This design comes from an exercise in tuning for a short achievable clock period on the open sky130 flow, not from production work. In this exercise RTL edits were held to simulation tests only and were not proved equivalent to the original. No activity file was given, so power comes from the tool's default toggle rates.

==> run.sh <==
#!/bin/bash
# synth_recipe.tcl (not shown) runs the flow's synth.tcl, then flattens the netlist and writes it again
# the make line also repeats each setting of config.mk as NAME=value (left out here)
make -C /OpenROAD-flow-scripts/flow DESIGN_CONFIG=/design/flow/config.mk WORK_HOME=/design/flow/orfs CLKGATE_MAP_FILE= SYNTH_SCRIPT=/design/flow/synth_recipe.tcl finish
==> config.mk <==
export PLATFORM = sky130hd
export DESIGN_NAME = rd_dds
export DESIGN_NICKNAME = rd_dds
export VERILOG_FILES = /design/flow/design.v
export SDC_FILE = /design/flow/constraint.sdc
export NUM_CORES = 4
export LEC_CHECK = 0
export ABC_CLOCK_PERIOD_IN_PS = 1500
export CAP_MARGIN = 20
export CORE_MARGIN = 2
export CORE_UTILIZATION = 40
export PLACE_DENSITY = 0.6
export SETUP_SLACK_MARGIN = 5
export SLEW_MARGIN = 20
==> constraint.sdc <==
create_clock -name core_clock -period 7.0 [get_ports {clk}]
set_input_delay 1.4000 -clock core_clock [delete_from_list [all_inputs] [get_ports {clk}]]
set_output_delay 1.4000 -clock core_clock [all_outputs]
set_load 0.01 [all_outputs]
==> design.v <==
module rd_dds_sine (
  input  wire [6:0] idx,
  output reg  [6:0] amp
);
  always @(*) begin
    case (idx)
      7'd0: amp = 7'd64;
      7'd1: amp = 7'd67;
      7'd2: amp = 7'd70;
      7'd3: amp = 7'd73;
      7'd4: amp = 7'd76;
      7'd5: amp = 7'd79;
      7'd6: amp = 7'd82;
      7'd7: amp = 7'd85;
      7'd8: amp = 7'd88;
      7'd9: amp = 7'd91;
      7'd10: amp = 7'd93;
      7'd11: amp = 7'd96;
      7'd12: amp = 7'd99;
      7'd13: amp = 7'd101;
      7'd14: amp = 7'd104;
      7'd15: amp = 7'd106;
      7'd16: amp = 7'd108;
      7'd17: amp = 7'd111;
      7'd18: amp = 7'd113;
      7'd19: amp = 7'd115;
      7'd20: amp = 7'd116;
      7'd21: amp = 7'd118;
      7'd22: amp = 7'd120;
      7'd23: amp = 7'd121;
      7'd24: amp = 7'd122;
      7'd25: amp = 7'd123;
      7'd26: amp = 7'd124;
      7'd27: amp = 7'd125;
      7'd28: amp = 7'd126;
      7'd29: amp = 7'd126;
      7'd30: amp = 7'd127;
      7'd31: amp = 7'd127;
      7'd32: amp = 7'd127;
      7'd33: amp = 7'd127;
      7'd34: amp = 7'd127;
      7'd35: amp = 7'd126;
      7'd36: amp = 7'd126;
      7'd37: amp = 7'd125;
      7'd38: amp = 7'd124;
      7'd39: amp = 7'd123;
      7'd40: amp = 7'd122;
      7'd41: amp = 7'd121;
      7'd42: amp = 7'd120;
      7'd43: amp = 7'd118;
      7'd44: amp = 7'd116;
      7'd45: amp = 7'd115;
      7'd46: amp = 7'd113;
      7'd47: amp = 7'd111;
      7'd48: amp = 7'd108;
      7'd49: amp = 7'd106;
      7'd50: amp = 7'd104;
      7'd51: amp = 7'd101;
      7'd52: amp = 7'd99;
      7'd53: amp = 7'd96;
      7'd54: amp = 7'd93;
      7'd55: amp = 7'd91;
      7'd56: amp = 7'd88;
      7'd57: amp = 7'd85;
      7'd58: amp = 7'd82;
      7'd59: amp = 7'd79;
      7'd60: amp = 7'd76;
      7'd61: amp = 7'd73;
      7'd62: amp = 7'd70;
      7'd63: amp = 7'd67;
      7'd64: amp = 7'd64;
      7'd65: amp = 7'd60;
      7'd66: amp = 7'd57;
      7'd67: amp = 7'd54;
      7'd68: amp = 7'd51;
      7'd69: amp = 7'd48;
      7'd70: amp = 7'd45;
      7'd71: amp = 7'd42;
      7'd72: amp = 7'd39;
      7'd73: amp = 7'd36;
      7'd74: amp = 7'd34;
      7'd75: amp = 7'd31;
      7'd76: amp = 7'd28;
      7'd77: amp = 7'd26;
      7'd78: amp = 7'd23;
      7'd79: amp = 7'd21;
      7'd80: amp = 7'd19;
      7'd81: amp = 7'd16;
      7'd82: amp = 7'd14;
      7'd83: amp = 7'd12;
      7'd84: amp = 7'd11;
      7'd85: amp = 7'd9;
      7'd86: amp = 7'd7;
      7'd87: amp = 7'd6;
      7'd88: amp = 7'd5;
      7'd89: amp = 7'd4;
      7'd90: amp = 7'd3;
      7'd91: amp = 7'd2;
      7'd92: amp = 7'd1;
      7'd93: amp = 7'd1;
      7'd94: amp = 7'd0;
      7'd95: amp = 7'd0;
      7'd96: amp = 7'd0;
      7'd97: amp = 7'd0;
      7'd98: amp = 7'd0;
      7'd99: amp = 7'd1;
      7'd100: amp = 7'd1;
      7'd101: amp = 7'd2;
      7'd102: amp = 7'd3;
      7'd103: amp = 7'd4;
      7'd104: amp = 7'd5;
      7'd105: amp = 7'd6;
      7'd106: amp = 7'd7;
      7'd107: amp = 7'd9;
      7'd108: amp = 7'd11;
      7'd109: amp = 7'd12;
      7'd110: amp = 7'd14;
      7'd111: amp = 7'd16;
      7'd112: amp = 7'd19;
      7'd113: amp = 7'd21;
      7'd114: amp = 7'd23;
      7'd115: amp = 7'd26;
      7'd116: amp = 7'd28;
      7'd117: amp = 7'd31;
      7'd118: amp = 7'd34;
      7'd119: amp = 7'd36;
      7'd120: amp = 7'd39;
      7'd121: amp = 7'd42;
      7'd122: amp = 7'd45;
      7'd123: amp = 7'd48;
      7'd124: amp = 7'd51;
      7'd125: amp = 7'd54;
      7'd126: amp = 7'd57;
      7'd127: amp = 7'd60;
      default: amp = 7'd0;
    endcase
  end
endmodule
module rd_dds_sine34 (
  input  wire [6:0] idx,
  output reg  [6:0] amp
);
  always @(*) begin
    case (idx)
      7'd0: amp = 7'd48;
      7'd1: amp = 7'd51;
      7'd2: amp = 7'd53;
      7'd3: amp = 7'd55;
      7'd4: amp = 7'd57;
      7'd5: amp = 7'd60;
      7'd6: amp = 7'd62;
      7'd7: amp = 7'd64;
      7'd8: amp = 7'd66;
      7'd9: amp = 7'd69;
      7'd10: amp = 7'd70;
      7'd11: amp = 7'd72;
      7'd12: amp = 7'd75;
      7'd13: amp = 7'd76;
      7'd14: amp = 7'd78;
      7'd15: amp = 7'd80;
      7'd16: amp = 7'd81;
      7'd17: amp = 7'd84;
      7'd18: amp = 7'd85;
      7'd19: amp = 7'd87;
      7'd20: amp = 7'd87;
      7'd21: amp = 7'd89;
      7'd22: amp = 7'd90;
      7'd23: amp = 7'd91;
      7'd24: amp = 7'd92;
      7'd25: amp = 7'd93;
      7'd26: amp = 7'd93;
      7'd27: amp = 7'd94;
      7'd28: amp = 7'd95;
      7'd29: amp = 7'd95;
      7'd30: amp = 7'd96;
      7'd31: amp = 7'd96;
      7'd32: amp = 7'd96;
      7'd33: amp = 7'd96;
      7'd34: amp = 7'd96;
      7'd35: amp = 7'd95;
      7'd36: amp = 7'd95;
      7'd37: amp = 7'd94;
      7'd38: amp = 7'd93;
      7'd39: amp = 7'd93;
      7'd40: amp = 7'd92;
      7'd41: amp = 7'd91;
      7'd42: amp = 7'd90;
      7'd43: amp = 7'd89;
      7'd44: amp = 7'd87;
      7'd45: amp = 7'd87;
      7'd46: amp = 7'd85;
      7'd47: amp = 7'd84;
      7'd48: amp = 7'd81;
      7'd49: amp = 7'd80;
      7'd50: amp = 7'd78;
      7'd51: amp = 7'd76;
      7'd52: amp = 7'd75;
      7'd53: amp = 7'd72;
      7'd54: amp = 7'd70;
      7'd55: amp = 7'd69;
      7'd56: amp = 7'd66;
      7'd57: amp = 7'd64;
      7'd58: amp = 7'd62;
      7'd59: amp = 7'd60;
      7'd60: amp = 7'd57;
      7'd61: amp = 7'd55;
      7'd62: amp = 7'd53;
      7'd63: amp = 7'd51;
      7'd64: amp = 7'd48;
      7'd65: amp = 7'd45;
      7'd66: amp = 7'd43;
      7'd67: amp = 7'd41;
      7'd68: amp = 7'd39;
      7'd69: amp = 7'd36;
      7'd70: amp = 7'd34;
      7'd71: amp = 7'd32;
      7'd72: amp = 7'd30;
      7'd73: amp = 7'd27;
      7'd74: amp = 7'd26;
      7'd75: amp = 7'd24;
      7'd76: amp = 7'd21;
      7'd77: amp = 7'd20;
      7'd78: amp = 7'd18;
      7'd79: amp = 7'd16;
      7'd80: amp = 7'd15;
      7'd81: amp = 7'd12;
      7'd82: amp = 7'd11;
      7'd83: amp = 7'd9;
      7'd84: amp = 7'd9;
      7'd85: amp = 7'd7;
      7'd86: amp = 7'd6;
      7'd87: amp = 7'd5;
      7'd88: amp = 7'd4;
      7'd89: amp = 7'd3;
      7'd90: amp = 7'd3;
      7'd91: amp = 7'd2;
      7'd92: amp = 7'd1;
      7'd93: amp = 7'd1;
      7'd94: amp = 7'd0;
      7'd95: amp = 7'd0;
      7'd96: amp = 7'd0;
      7'd97: amp = 7'd0;
      7'd98: amp = 7'd0;
      7'd99: amp = 7'd1;
      7'd100: amp = 7'd1;
      7'd101: amp = 7'd2;
      7'd102: amp = 7'd3;
      7'd103: amp = 7'd3;
      7'd104: amp = 7'd4;
      7'd105: amp = 7'd5;
      7'd106: amp = 7'd6;
      7'd107: amp = 7'd7;
      7'd108: amp = 7'd9;
      7'd109: amp = 7'd9;
      7'd110: amp = 7'd11;
      7'd111: amp = 7'd12;
      7'd112: amp = 7'd15;
      7'd113: amp = 7'd16;
      7'd114: amp = 7'd18;
      7'd115: amp = 7'd20;
      7'd116: amp = 7'd21;
      7'd117: amp = 7'd24;
      7'd118: amp = 7'd26;
      7'd119: amp = 7'd27;
      7'd120: amp = 7'd30;
      7'd121: amp = 7'd32;
      7'd122: amp = 7'd34;
      7'd123: amp = 7'd36;
      7'd124: amp = 7'd39;
      7'd125: amp = 7'd41;
      7'd126: amp = 7'd43;
      7'd127: amp = 7'd45;
      default: amp = 7'd0;
    endcase
  end
endmodule
module rd_dds_symtab (
  input  wire [4:0] sym,
  output reg  [7:0] step_a,
  output reg  [7:0] step_b,
  output reg  [12:0] sel_a,    
  output reg  [8:0] sel_b     
);
  always @(*) begin
    case (sym)
      5'd0: begin step_a = 8'd86; step_b = 8'd60; sel_a = 13'd1; sel_b = 9'd2; end
      5'd1: begin step_a = 8'd77; step_b = 8'd45; sel_a = 13'd2; sel_b = 9'd4; end
      5'd2: begin step_a = 8'd86; step_b = 8'd45; sel_a = 13'd1; sel_b = 9'd4; end
      5'd3: begin step_a = 8'd95; step_b = 8'd45; sel_a = 13'd4; sel_b = 9'd4; end
      5'd4: begin step_a = 8'd77; step_b = 8'd49; sel_a = 13'd2; sel_b = 9'd8; end
      5'd5: begin step_a = 8'd86; step_b = 8'd49; sel_a = 13'd1; sel_b = 9'd8; end
      5'd6: begin step_a = 8'd95; step_b = 8'd49; sel_a = 13'd4; sel_b = 9'd8; end
      5'd7: begin step_a = 8'd77; step_b = 8'd55; sel_a = 13'd2; sel_b = 9'd16; end
      5'd8: begin step_a = 8'd86; step_b = 8'd55; sel_a = 13'd1; sel_b = 9'd16; end
      5'd9: begin step_a = 8'd95; step_b = 8'd55; sel_a = 13'd4; sel_b = 9'd16; end
      5'd10: begin step_a = 8'd77; step_b = 8'd60; sel_a = 13'd2; sel_b = 9'd2; end
      5'd11: begin step_a = 8'd95; step_b = 8'd60; sel_a = 13'd4; sel_b = 9'd2; end
      5'd12: begin step_a = 8'd96; step_b = 8'd83; sel_a = 13'd8; sel_b = 9'd32; end
      5'd13: begin step_a = 8'd58; step_b = 8'd45; sel_a = 13'd16; sel_b = 9'd4; end
      5'd14: begin step_a = 8'd70; step_b = 8'd45; sel_a = 13'd32; sel_b = 9'd4; end
      5'd15: begin step_a = 8'd70; step_b = 8'd58; sel_a = 13'd32; sel_b = 9'd64; end
      5'd16: begin step_a = 8'd83; step_b = 8'd45; sel_a = 13'd64; sel_b = 9'd4; end
      5'd17: begin step_a = 8'd83; step_b = 8'd58; sel_a = 13'd64; sel_b = 9'd64; end
      5'd18: begin step_a = 8'd83; step_b = 8'd70; sel_a = 13'd64; sel_b = 9'd128; end
      5'd19: begin step_a = 8'd96; step_b = 8'd45; sel_a = 13'd8; sel_b = 9'd4; end
      5'd20: begin step_a = 8'd96; step_b = 8'd58; sel_a = 13'd8; sel_b = 9'd64; end
      5'd21: begin step_a = 8'd96; step_b = 8'd70; sel_a = 13'd8; sel_b = 9'd128; end
      5'd22: begin step_a = 8'd109; step_b = 8'd70; sel_a = 13'd128; sel_b = 9'd128; end
      5'd23: begin step_a = 8'd109; step_b = 8'd96; sel_a = 13'd128; sel_b = 9'd256; end
      5'd24: begin step_a = 8'd166; step_b = 8'd0; sel_a = 13'd256; sel_b = 9'd1; end
      5'd25: begin step_a = 8'd64; step_b = 8'd0; sel_a = 13'd512; sel_b = 9'd1; end
      5'd26: begin step_a = 8'd32; step_b = 8'd0; sel_a = 13'd1024; sel_b = 9'd1; end
      5'd27: begin step_a = 8'd33; step_b = 8'd0; sel_a = 13'd2048; sel_b = 9'd1; end
      5'd28: begin step_a = 8'd50; step_b = 8'd0; sel_a = 13'd4096; sel_b = 9'd1; end
      default: begin step_a = 8'd0; step_b = 8'd0; sel_a = 13'd0; sel_b = 9'd0; end
    endcase
  end
endmodule
module rd_dds_engine (
  input  wire        clk,
  input  wire        rst,
  input  wire [31:0] cmd,
  input  wire        cmd_valid,
  output wire        cmd_ready,
  input  wire        tick,
  output reg  [7:0]  sample,
  output wire        out_en,
  output wire        busy
);
  localparam NA = 13;
  localparam NB = 9;
  localparam [8*NA-1:0] KA = {8'd50, 8'd33, 8'd32, 8'd64, 8'd166, 8'd109, 8'd83,
                              8'd70, 8'd58, 8'd96, 8'd95, 8'd77, 8'd86};
  localparam [8*NB-1:0] KB = {8'd96, 8'd70, 8'd58, 8'd83, 8'd55, 8'd49, 8'd45,
                              8'd60, 8'd0};
  reg busy_q, oen_q, rdy_q;
  assign busy      = busy_q;
  assign out_en    = oen_q;
  assign cmd_ready = rdy_q;
  wire [4:0]  sym      = cmd[20:16];
  wire [15:0] dur      = cmd[15:0];
  wire        hdr_tone = (cmd[31:21] == 11'h100);
  wire        is_init  = (cmd == 32'h1000_0000);
  wire        sym_tune = (sym == 5'd27) || (sym == 5'd28);
  wire        sym_tone = (sym <= 5'd26);
  wire        start    = cmd_valid && hdr_tone && ((sym_tone && (dur != 16'd0)) || sym_tune);
  wire        init     = cmd_valid && !busy_q && is_init;
  wire [7:0]    tab_a, tab_b;
  wire [NA-1:0] sel_a;
  wire [NB-1:0] sel_b;
  rd_dds_symtab u_symtab (.sym(sym), .step_a(tab_a), .step_b(tab_b), .sel_a(sel_a), .sel_b(sel_b));
  reg [9:0]     na, nb;          
  reg [10*NA-1:0] ca;            
  reg [10*NB-1:0] cb;            
  reg [7:0]     st_a, st_b;      
  reg           st_b_nz;
  reg [7:0]     nxt_a1, nxt_a2;  
  reg [1:0]     more;            
  reg [3:0]     lo;              
  reg [15:0]    hi;              
  reg [15:0]    hi_m1;           
  reg           hi_is1;          
  reg           last_fin;        
  reg           last_chg;        
  wire do_tick = tick && busy_q;
  reg [9:0] ca_sel, cb_sel;
  integer k;
  always @(*) begin
    ca_sel = 10'd0;
    cb_sel = 10'd0;
    for (k = 0; k < NA; k = k + 1)
      ca_sel = ca_sel | ({10{sel_a[k]}} & ca[10*k +: 10]);
    for (k = 0; k < NB; k = k + 1)
      cb_sel = cb_sel | ({10{sel_b[k]}} & cb[10*k +: 10]);
  end
  wire [9:0] na_same = na + {2'b00, st_a};
  wire [9:0] na_chg  = na + {2'b00, nxt_a1};
  wire [9:0] nb_same = nb + {2'b00, st_b};
  wire [6:0] amp_a, amp_b;
  rd_dds_sine   u_sine_a (.idx(na[9:3]), .amp(amp_a));
  rd_dds_sine34 u_sine_b (.idx(nb[9:3]), .amp(amp_b));
  wire [7:0] mix = {1'b0, amp_a} + {1'b0, (st_b_nz ? amp_b : 7'd0)};
  wire busy_n = rst ? 1'b0 : (busy_q ? !(tick && last_fin) : start);
  always @(posedge clk) begin
    busy_q <= busy_n;
    oen_q  <= busy_n;
    rdy_q  <= !busy_n;
  end
  genvar g;
  generate
    for (g = 0; g < NA; g = g + 1) begin : g_ca
      always @(posedge clk) begin
        if (rst || init)
          ca[10*g +: 10] <= 10'd4 + {2'b00, KA[8*g +: 8]};
        else if (do_tick)
          ca[10*g +: 10] <= na + {2'b00, KA[8*g +: 8]};
      end
    end
    for (g = 0; g < NB; g = g + 1) begin : g_cb
      always @(posedge clk) begin
        if (rst || init)
          cb[10*g +: 10] <= 10'd4 + {2'b00, KB[8*g +: 8]};
        else if (do_tick)
          cb[10*g +: 10] <= nb + {2'b00, KB[8*g +: 8]};
      end
    end
  endgenerate
  always @(posedge clk) begin
    if (!busy_q) begin
      na      <= ca_sel;
      nb      <= cb_sel;
      st_a    <= tab_a;
      st_b    <= tab_b;
      st_b_nz <= (tab_b != 8'd0);
      nxt_a1  <= (sym == 5'd27) ? 8'd42 : 8'd33;
      nxt_a2  <= 8'd50;
      more    <= (sym == 5'd27) ? 2'd2 : (sym == 5'd28) ? 2'd1 : 2'd0;
      lo      <= 4'd15;
      hi      <= sym_tune ? 16'd2 : dur;
      last_fin <= 1'b0;
      last_chg <= 1'b0;
    end else if (tick) begin
      if (last_chg) begin
        na      <= na_chg;
        st_a    <= nxt_a1;
        nxt_a1  <= nxt_a2;
        more    <= more - 2'd1;
        lo      <= 4'd15;
        hi      <= 16'd2;
        last_fin <= 1'b0;
        last_chg <= 1'b0;
      end else begin
        na      <= na_same;
        lo      <= lo - 4'd1;
        if (lo == 4'd0)
          hi    <= hi_m1;
        last_fin <= (lo == 4'd1) && hi_is1 && (more == 2'd0);
        last_chg <= (lo == 4'd1) && hi_is1 && (more != 2'd0);
      end
      nb <= nb_same;
    end
  end
  always @(posedge clk) begin
    hi_m1  <= hi - 16'd1;
    hi_is1 <= (hi == 16'd1);
  end
  always @(posedge clk) begin
    if (do_tick)
      sample <= mix;
  end
endmodule
module rd_dds_decoder (
  input  wire       clk,
  input  wire       rst,
  input  wire       dial_active,
  input  wire       pulse,
  input  wire       db_release,
  input  wire       sf_inhibit,
  input  wire [1:0] map_policy,
  output reg  [4:0] digit,
  output reg        digit_valid,
  output reg        sf_arm,
  output reg        sf_cancel
);
  localparam [4:0] SYM_OFF = 5'd31;
  reg       dialing;
  reg [3:0] cnt;         
  reg       db_lock;
  reg       pulse_q;     
  function [4:0] classify;
    input [3:0] c;
    input [1:0] policy;
    begin
      if (c >= 4'd1 && c <= 4'd10) begin
        case (policy)
          2'd1:    classify = (c == 4'd10) ? 5'd0 : 5'd10 - {1'b0, c};   
          2'd2:    classify = {1'b0, c} - 5'd1;                           
          default: classify = (c == 4'd10) ? 5'd0 : {1'b0, c};            
        endcase
      end else begin
        classify = SYM_OFF;
      end
    end
  endfunction
  wire [3:0] cnt_inc = (cnt == 4'd11) ? 4'd11 : cnt + 4'd1;
  wire [4:0] d_same  = classify(cnt, map_policy);
  wire [4:0] d_inc   = classify(cnt_inc, map_policy);
  wire lock_1   = db_lock && !db_release;                
  wire ev_dials = dial_active && !dialing;               
  wire dialing1 = dialing || dial_active;
  wire ev_edge  = pulse && !pulse_q;
  wire ev_pulse = ev_edge && !lock_1;                    
  wire counted  = ev_pulse && dialing1 && !sf_inhibit;
  wire ev_diale = !dial_active && dialing;               
  wire [4:0] d  = counted ? d_inc : d_same;
  always @(posedge clk) begin
    if (rst) begin
      dialing     <= 1'b0;
      cnt         <= 4'd0;
      digit       <= SYM_OFF;
      db_lock     <= 1'b0;
      pulse_q     <= 1'b1;
      digit_valid <= 1'b0;
      sf_arm      <= 1'b0;
      sf_cancel   <= 1'b0;
    end else begin
      dialing     <= dial_active;
      if (ev_dials)
        cnt       <= counted ? 4'd1 : 4'd0;
      else if (counted)
        cnt       <= cnt_inc;
      if (ev_diale)
        digit     <= d;
      db_lock     <= lock_1 || ev_edge;
      pulse_q     <= pulse;
      digit_valid <= ev_diale && (d != SYM_OFF);
      sf_arm      <= ev_dials;
      sf_cancel   <= (ev_pulse && dialing1) || ev_diale;
    end
  end
endmodule
module rd_dds (
  input  wire        clk,
  input  wire        rst,           
  input  wire [31:0] cmd,
  input  wire        cmd_valid,
  output wire        cmd_ready,
  input  wire        tick,
  input  wire        dial_active,
  input  wire        pulse,
  input  wire        db_release,
  input  wire        sf_inhibit,
  input  wire [1:0]  map_policy,
  output wire [7:0]  sample,
  output wire        out_en,
  output wire        busy,
  output wire [4:0]  digit,
  output wire        digit_valid,
  output wire        sf_arm,
  output wire        sf_cancel
);
  rd_dds_engine u_engine (
    .clk(clk), .rst(rst),
    .cmd(cmd), .cmd_valid(cmd_valid), .cmd_ready(cmd_ready),
    .tick(tick),
    .sample(sample), .out_en(out_en), .busy(busy)
  );
  rd_dds_decoder u_decoder (
    .clk(clk), .rst(rst),
    .dial_active(dial_active), .pulse(pulse), .db_release(db_release),
    .sf_inhibit(sf_inhibit), .map_policy(map_policy),
    .digit(digit), .digit_valid(digit_valid),
    .sf_arm(sf_arm), .sf_cancel(sf_cancel)
  );
endmodule
==> metrics.md, run 1 <==
| Metric | Value |
|---|---|
| Maximum number of pins on one net before global-route repair | `84` |
| Cell at the slowest stage of the critical path | `sky130_fd_sc_hd__and4_4` |
| Number of buffers inserted during clock tree synthesis | `35` |
| Placeable core region | `45600 µm²` |
| Layout area overhead | `46.3%` |
| Via/cell ratio | `6.16` |
| Diode insertion count for antenna repair | `0` |
| Leakage Power | `10.7 nW` |
| Largest cells by area after synthesis | `sky130_fd_sc_hd__dfxtp_1 (24%), sky130_fd_sc_hd__edfxtp_1 (11%), sky130_fd_sc_hd__ha_1 (6.7%), sky130_fd_sc_hd__nand2_1 (5.9%), sky130_fd_sc_hd__a21oi_1 (5.5%)` |
| DR vias | `19.5k` |
| End-of-flow core utilization | `0.596` |
| Tightest slew margin relative to the limit | `0.248` |
| Ratio of cells with drive above 1 in the final layout | `0.355` |
| Final critical-path required period | `3.95 ns` |
| Largest buffer count on any clock path | `3` |
| Number of levels in the clock H-tree | `2` |
| Leading cell type in the layout, fill and taps excluded | `sky130_fd_sc_hd__nand2_1` |
| Crit path launch type | `primary input` |
| Drt total wl | `77.5 mm` |
| Count of yosys warnings during synthesis | `5` |
| Reg clk slew, reported paths | `0.07 ns` |
| Final worst path period share | `0.565` |
| Number of search-and-repair iterations in the first detailed-routing pass | `6` |
| Total nets after synthesis | `2389` |
| Port buffer count | `60` |
| Antenna violations before repair | `2` |
| # rows | `78` |
| Arr. time, crit path | `4.40 ns` |
| Summed instance area of the synthesized netlist | `18600 µm²` |
| Effective utilization at floorplan | `0.407` |
| R2r setup slk | `3.19 ns` |
| Die width | `219 µm` |
| Share of flip-flops with an asynchronous set or reset | `0` |
| IO Count | `61` |
| Most prevalent standard cell on the critical path | `sky130_fd_sc_hd__buf_12` |
| Average wire length per cell after detail routing | `24.5 µm` |
| Area share of the largest cell type after synthesis | `0.240` |
| Leftover overflow at the end of global routing | `0` |
| Result of the run | `timing/DRC/antenna clean` |
| Data required, critical path | `7.45 ns` |
| Wire length of the first global-routing pass | `112 mm` |
| Setup repair after global routing missed its margin | `yes` |
| Setup violations, final | `0` |
| Share of the yosys chip area belonging to registers | `0.347` |
| Per-instance average area after synthesis | `8.28 µm²` |
| Clock Latency Late Sink | `0.56 ns` |
| Power per unit of standard cell area | `197 nW/µm²` |
| Setup slack at placement | `0.953 ns` |
| Post-synth EDFFs | `66` |
| Critical-path cell list | `buf_12 -> inv_8 -> ha_4 -> buf_12 -> buf_12 -> mux2i_4 -> o2bb2ai_4 -> buf_8 -> a22oi_2 -> and4_4 -> o31ai_4 -> a21oi_4 -> buf_6 -> mux2i_1 -> o32ai_1 -> a311o_1 -> o311a_1` |
| CTS tree | `done` |
| Final estimated routing congestion in global placement | `0.908` |
| Vertical extent of the die | `219 µm` |
| Cell type with the highest aggregate area in the netlist | `sky130_fd_sc_hd__dfxtp_1` |
| Post-layout nets | `2686` |
| Area occupied by registers | `6470 µm²` |
| Path class of the lowest-slack min-delay path | `reg -> reg` |
| Number of violations reported at the end of detailed-routing iteration 0 | `2170` |
| Hold buffer count at CTS | `0` |
| Largest stage delay on the critical path | `0.31 ns` |
| Peak VDD IR | `192 µV` |
| Die Footprint | `48200 µm²` |
| Peak Freq | `0.253 GHz` |
| Startpoint-to-endpoint class of the critical path | `in -> reg` |
| Final worst slack | `3.05 ns` |
| Post-detailed-route DRC marker count | `0` |
| Seq cells post-synth | `289` |
| Total negative slack for setup checks | `0 ns` |
| Endpoints failing hold | `0` |
| Crit. End Element | `flip-flop` |
| Post-Route Skew | `0.0228 ns` |
| Aggregate global-route resource usage | `0.302` |
| Footprint of the multi-input gates | `13600 µm²` |
| Total half-perimeter wirelength after legalization and detailed placement | `41.8 mm` |
| Top library cells by usage in the layout, fill and taps aside | `sky130_fd_sc_hd__nand2_1 (268), sky130_fd_sc_hd__dfxtp_1 (210), sky130_fd_sc_hd__nor2_1 (189)` |
| Mapped Cells | `2244` |
| Post-synth top flop | `sky130_fd_sc_hd__dfxtp_1` |
| CTS sink count | `289` |
| Vias in the first global route | `18.5k` |
| Max-cap violation count | `0` |
| Final slew viol count | `0` |
| Worst-Margin Slew | `1.13 ns` |
| Remaining antenna violation count | `0` |
| Distinct cells, synth | `107` |
| Root Buffer | `sky130_fd_sc_hd__clkbuf_16` |
| Worst Path Max Fanout | `6` |
| Fill cell instance count of the final layout | `3635` |
-- stage by stage --
step	power [mW]	hold WS, ns	cells	area (µm²)
after floorplan	2.66	0.419	2244	20000
after global placement	2.90	0.429	2772	20300
after detailed placement	2.90	0.441	2772	20300
after CTS	5.12	0.451	3064	25300
after global routing	5.53	0.472	3166	27200
final	5.35	0.453	3166	27200
-- worst max-delay path, delay by kind of cell --
family          cells  cell delay (ns)
compound gates      7             1.26
buf+inv             6             0.76
mux                 2             0.45
simple gates        1             0.31
fa+ha+maj           1             0.20
-- power breakdown --
part	total, mW	switching [mW]	leakage (nW)	internal (mW)
Clock	1.88	0.778	0.565	1.11
Sequential	1.83	0.0581	2.53	1.77
Combinational	1.64	0.884	7.61	0.756
-- area by class of cell --
class	instances	area share
Tap cell	600	0.0276
Clock inverter	14	0.00622
Clock buffer	48	0.0363
Timing Repair inverter	4	0.00129
Inverter	82	0.0146
Sequential cell	289	0.238
Timing Repair Buffer	413	0.176
Multi-Input combinational cell	1716	0.499
-- cells in the mapped netlist, types with 43 or more instances --
cell type                  instances
sky130_fd_sc_hd__nor2_1          215
sky130_fd_sc_hd__nand2_1         291
sky130_fd_sc_hd__xnor2_1         115
sky130_fd_sc_hd__ha_1            100
sky130_fd_sc_hd__dfxtp_1         223
sky130_fd_sc_hd__clkbuf_1        110
sky130_fd_sc_hd__o211ai_1         43
sky130_fd_sc_hd__inv_1            72
sky130_fd_sc_hd__a21oi_1         204
sky130_fd_sc_hd__o21ai_0         106
sky130_fd_sc_hd__a211oi_1         60
sky130_fd_sc_hd__edfxtp_1         66
-- path summary, 6_finish.rpt --
kind | startpoint | end | cells after the start
max | cmd[16] | u_engine.amp_b[3] | 17
min | u_engine.ca[62] | u_engine.ca[62] | 2
max reg2reg | u_engine.last_chg | u_engine.amp_a[2] | 16
min reg2reg | u_engine.ca[62] | u_engine.ca[62] | 2
-- sequential cells by signal, indices dropped and copies added (netlist names), 2 cells and up --
| name | flops |
|---|---|
| u_engine.lo | 4 |
| u_engine.amp_b | 7 |
| u_engine.amp_a | 7 |
| u_decoder.cnt | 4 |
| u_engine.nxt_a1 | 4 |
| u_engine.hi | 16 |
| u_engine.ca | 94 |
| u_engine.hi_m1 | 16 |
| u_engine.cb | 75 |
| u_decoder.digit | 5 |
| u_engine.na | 10 |
| u_engine.nb | 10 |
| u_engine.more | 2 |
| u_engine.sample | 8 |
| u_engine.st_b | 7 |
| u_engine.st_a | 8 |
-- cells by family after synthesis --
logic type / share of synthesized area
AOI/OAI and AO/OA: 0.253
xor gates and xnor gates: 0.0722
adders and majority gates: 0.0711
buffers and inverters: 0.0557
DFF: 0.347
muxes: 0.0187
and+or+nand+nor: 0.182
-- metal layers --
| layer | vias up | global-route usage | wire length [µm] |
|---|---|---|---|
| li1 | 8701 | - | - |
| met1 | 9433 | 0.386 | 30800 |
| met2 | 1057 | 0.482 | 35100 |
| met3 | 310 | 0.0627 | 6960 |
| met4 | 2 | 0.152 | 4640 |
| met5 | - | 0 | 13 |
-- repair_timing --
item | 4_1_cts | 5_1_grt
setup buffers | 198 | 92
gates resized for setup | 498 | 226
setup endpoints to repair | 346 | 310
cloned | 32 | 10
pin swaps | 118 | 127
==> inputs of run 2 (changes only) <==
--- a/config.mk
+++ b/config.mk
@@ -7,3 +7,2 @@
 export LEC_CHECK = 0
-export ABC_CLOCK_PERIOD_IN_PS = 1500
 export CAP_MARGIN = 20
@@ -12,3 +11,2 @@
 export PLACE_DENSITY = 0.6
-export SETUP_SLACK_MARGIN = 5
 export SLEW_MARGIN = 20
==> run 2 against run 1 <==
  * Setup slack worse by 1.8 ns
  * Fmax fell by 31%
  * Critical path depth is 1 higher
  * Clock power about the same
  * Area after synthesis stayed put
  * Register-to-register slack got worse by 0.91 ns
  * Final cell count decreased by 10%
  * Clock-buffer cell count rose by 3
  * Synthesized cell count unchanged
  * Global-route usage down 5.8 points
  * Largest power group unchanged
==> metrics.md, run 2 <==
| Metric | Value |
|---|---|
| Wire length on met3 | `3.78 mm (-46%)` |
| Setup slack at placement | `0.812 ns (-0.141 ns)` |
| Most prevalent standard cell on the critical path | `sky130_fd_sc_hd__inv_1` |
| Data required, critical path | `7.44 ns (about the same)` |
| Final worst path period share | `0.818 (+0.254)` |
| Critical-path cell list | `clkdlybuf4s50_1 -> inv_1 -> ha_1 -> buf_4 -> mux2i_1 -> a22o_1 -> a22oi_1 -> and3_1 -> nor2_1 -> inv_1 -> ha_1 -> inv_1 -> ha_1 -> inv_1 -> mux2i_1 -> o32ai_1 -> a311o_1 -> o311a_1` |
| Share of the yosys chip area belonging to registers | `0.347 (unchanged)` |
| DR vias | `16.8k (-14%)` |
| Summed instance area of the synthesized netlist | `18600 µm² (unchanged)` |
| IO Count | `61 (unchanged)` |
| Hold wc startpoint | `u_engine.ca[62]` |
| Total negative slack for setup checks | `0 ns (unchanged)` |
| Final slew viol count | `0 (unchanged)` |
| Post-Route Skew | `0.0129 ns (-0.00990 ns)` |
| Internal power of the cells | `3.26 mW (-10%)` |
| Number of search-and-repair iterations in the first detailed-routing pass | `5 (-1)` |
| Total half-perimeter wirelength after legalization and detailed placement | `40.7 mm (-2.5%)` |
| Kind of cell adding the most delay to the critical path | `buffers and inverters` |
| Peak VDD IR | `232 µV (+21%)` |
| Drt total wl | `58.7 mm (-24%)` |
| Antenna violations before repair | `2 (unchanged)` |
| Worst Path Max Fanout | `13 (+7)` |
| Distinct cells, synth | `107 (unchanged)` |
| # rows | `78 (unchanged)` |
| Flip-flop count of the largest register, all copies and words added | `94 (unchanged)` |
| Endpoints failing hold | `0 (unchanged)` |
| Cell at the slowest stage of the critical path | `sky130_fd_sc_hd__clkdlybuf4s50_1` |
| Post-detailed-route DRC marker count | `0 (unchanged)` |
| Fill cell instance count of the final layout | `4435 (+22%)` |
| Area share of the largest cell type after synthesis | `0.240 (unchanged)` |
| Sum of met2 wire segment lengths after detailed routing | `26.5 mm (-24%)` |
| Total nets after synthesis | `2389 (unchanged)` |
| Post-synth top flop | `sky130_fd_sc_hd__dfxtp_1` |
| Setup repair after global routing missed its margin | `no` |
| Leading cell type in the layout, fill and taps excluded | `sky130_fd_sc_hd__nand2_1` |
| Ratio of cells with drive above 1 in the final layout | `0.0684 (-0.286)` |
| Wire length of the first global-routing pass | `91.8 mm (-18%)` |
| Die width | `219 µm (unchanged)` |
| Highest metal layer used by the detailed router | `met5` |
| Path class of the lowest-slack min-delay path | `reg -> reg` |
| Arr. time, crit path | `6.16 ns (+1.76 ns)` |
| Maximum number of pins on one net before global-route repair | `82 (-2.4%)` |
| Tightest slew margin relative to the limit | `0.240 (-0.00850)` |
| Placeable core region | `45600 µm² (unchanged)` |
| Top library cells by usage in the layout, fill and taps aside | `sky130_fd_sc_hd__nand2_1 (290), sky130_fd_sc_hd__dfxtp_1 (222), sky130_fd_sc_hd__nor2_1 (211)` |
| Largest stage delay on the critical path | `0.74 ns (+0.43 ns)` |
| Die Footprint | `48200 µm² (unchanged)` |
| Number of buffers inserted during clock tree synthesis | `36 (+2.9%)` |
| Power spent charging and discharging nets | `1.44 mW (-16%)` |
| Final critical-path required period | `5.73 ns (+1.78 ns)` |
| Max-cap violation count | `0 (unchanged)` |
| Top flop regs | `u_engine.ca: 94 flops, u_engine.cb: 75 flops` |
| Synth cell count leaders | `sky130_fd_sc_hd__nand2_1 (291), sky130_fd_sc_hd__dfxtp_1 (223), sky130_fd_sc_hd__nor2_1 (215)` |
| Power per unit of standard cell area | `228 nW/µm² (+15%)` |
| Worst setup startpoint | `cmd[17]` |
| Clock network fraction of design power | `0.395 (+0.043)` |
| Crit path launch type | `primary input` |
| Layout area overhead | `11.2%` |
| Crit. End Element | `flip-flop` |
| Number of buffer and inverter stages on the critical path | `6 (unchanged)` |
| Total Power | `4.70 mW (-12%)` |
| Most numerous cell in the Yosys netlist | `sky130_fd_sc_hd__nand2_1` |
| Remaining antenna violation count | `0 (unchanged)` |
| Effective utilization at floorplan | `0.407 (unchanged)` |
| Final estimated routing congestion in global placement | `0.931 (+2.6%)` |
| Root Buffer | `sky130_fd_sc_hd__clkbuf_16` |
| Net Sw Frac | `0.307 (-0.0143)` |
| Reg clk slew, reported paths | `0.06 ns (about the same)` |
| CTS sink count | `289 (unchanged)` |
| Number of levels in the clock H-tree | `2 (unchanged)` |
| Routed metal-1 wire length | `25.7 mm (-17%)` |
| Vias in the first global route | `16.1k (-13%)` |
| Vertical extent of the die | `219 µm (unchanged)` |
| R2R Path Start | `u_engine.last_chg` |
| Startpoint-to-endpoint class of the critical path | `in -> reg` |
| Final worst slack | `1.27 ns (-1.78 ns)` |
| Hold buffer count at CTS | `0 (unchanged)` |
| Largest cells by area after synthesis | `sky130_fd_sc_hd__dfxtp_1 (24%), sky130_fd_sc_hd__edfxtp_1 (11%), sky130_fd_sc_hd__ha_1 (6.7%), sky130_fd_sc_hd__nand2_1 (5.9%), sky130_fd_sc_hd__a21oi_1 (5.5%)` |
| Clock Latency Late Sink | `0.56 ns (about the same)` |
| Setup violations, final | `0 (unchanged)` |
| Mapped Cells | `2244 (unchanged)` |
| Count of yosys warnings during synthesis | `5 (unchanged)` |
| Biggest register | `u_engine.ca` |
| Per-instance average area after synthesis | `8.28 µm² (unchanged)` |
| Worst-Margin Slew | `1.14 ns (+0.0128 ns)` |
| Post-layout nets | `2357 (-12%)` |
| Combinational share of power | `0.213 (-0.093)` |
| Leakage Power | `7.94 nW (-26%)` |
| Port buffer count | `60 (unchanged)` |
| CTS tree | `done` |
| Average wire length per cell after detail routing | `20.7 µm (-16%)` |
| Largest buffer count on any clock path | `3 (unchanged)` |
| Peak Freq | `0.175 GHz (-31%)` |
| Seq cells post-synth | `289 (unchanged)` |
| Cts repair resizes | `0 (-100%)` |
| Aggregate global-route resource usage | `0.244 (-0.0584)` |
| Proportion of power drawn by flip-flops and latches | `0.392 (+0.050)` |
| Share of flip-flops with an asynchronous set or reset | `0 (unchanged)` |
| Post-synth EDFFs | `66 (unchanged)` |
| Leftover overflow at the end of global routing | `0 (unchanged)` |
| Via/cell ratio | `5.92 (-4.0%)` |
| Result of the run | `timing/DRC/antenna clean` |
| Number of violations reported at the end of detailed-routing iteration 0 | `1641 (-24%)` |
| Post-CTS Setup Bufs | `0 (-100%)` |
| Cell type with the highest aggregate area in the netlist | `sky130_fd_sc_hd__dfxtp_1` |
[run 2: cell count changes in the layout (fill, tap and decap cells not counted), sizes merged, moves of 2 or more]
cell / previous run / this run
inv: 81 / 79
dlymetal6s2s: 6 / 0
buf: 374 / 38
or2: 12 / 9
clkbuf: 57 / 51
bufbuf: 5 / 0
clkdlybuf4s15: 3 / 0
clkdlybuf4s50: 11 / 57
dlygate4sd2: 5 / 0
nand2: 294 / 291
clkinvlp: 2 / 0
[run 2: worst reg2reg max path: cells and delay by family, from the launching register on]
family | cells | cell delay, ns
xor+xnor | 1 | 0.16
mux | 2 | 0.51
simple gates | 1 | 0.22
flops | 1 | 0.62
buf+inv | 2 | 0.39
compound gates | 7 | 1.63
fa+ha+maj | 3 | 1.08
[run 2: cells by family (layout without fill, tap and decap cells)]
kind of cell	after synthesis	count (layout)	synth area share
buffers and inverters	247	241	0.0557
xor gates and xnor gates	153	153	0.0722
and+or+nand+nor	734	734	0.182
AOI/OAI and AO/OA	685	685	0.253
muxes	32	32	0.0187
DFF	289	289	0.347
adders and majority gates	104	104	0.0711
other	0	1	0
[run 2: final cells by class]
cell class	instances	area (µm²)	share of cell area
Antenna cell	1	2.50	0.000121
Clock inverter	13	148	0.00715
Multi-Input combinational cell	1708	11100	0.538
Tap cell	600	751	0.0364
Timing Repair Buffer	95	861	0.0417
Clock buffer	51	1020	0.0493
Sequential cell	289	6450	0.312
Inverter	82	310	0.0150
[run 2: worst paths after layout]
kind / cells after the start / slack, ns / end
worst max register to register: 16 / 2.28 / u_engine.amp_a[3]
worst min-delay path: 2 / 0.45 / u_engine.ca[62]
worst min register to register: 2 / 0.45 / u_engine.ca[62]
worst max-delay path: 18 / 1.27 / u_engine.amp_b[3]
[run 2: metrics by stage]
step                      utilization  hold WS [ns]  cell area, µm²  instances
after detailed placement        0.427         0.435           19500       2774
after CTS                       0.453         0.449           20600       2838
after global placement          0.427         0.430           19500       2774
final                           0.453         0.448           20700       2839
after floorplan                     -         0.419           18600       2244
after global routing            0.453         0.468           20700       2839
[run 2: layer usage]
metal	vias to the layer above	GRT usage
li1	8025	-
met1	8002	0.315
met2	624	0.392
met3	142	0.0449
met4	2	0.117
met5	-	0
[run 2: power by group through the flow]
stage	combinational [mW]	clock, mW	sequential, mW
detailed placement	0.981	0	1.88
finish	0.999	1.86	1.84
global route	1.10	1.96	1.85
CTS	0.988	1.89	1.84
floorplan	0.747	0	1.83
global placement	0.976	0	1.88

==> re-timing with driven ports <==
How much do the figures lean on ideal ports? The routed layouts below were timed once more, with nothing changed but the port constraints.
Step 1 sets driving cells, clkbuf_16 on the clock port and buf_2 on the other inputs (assumed; they add their load-dependent delay and slew).
Step 2 moves the port delays by t, midway between the first and last clock arrival at a register: inputs arrive t later, outputs are due t later. That takes back most of the time a late clock gives input paths.
a / b / c = no drivers / after step 1 / after step 2; a / b = the first two.
run	t (ns)	setup slack, ns	latest minus earliest clock arrival (ns)	worst register clock-pin slew, ns
run 1	0.613	3.048 / 2.976 / 2.363	0.024 / 0.024	0.07 / 0.07
run 2	0.612	1.273 / 1.238 / 0.626	0.014 / 0.014	0.06 / 0.06
After both steps setup and hold are still met in every run listed. The setup slack of run 1, which loses most, moves by -0.072 ns with the drivers and by -0.685 ns with both steps.
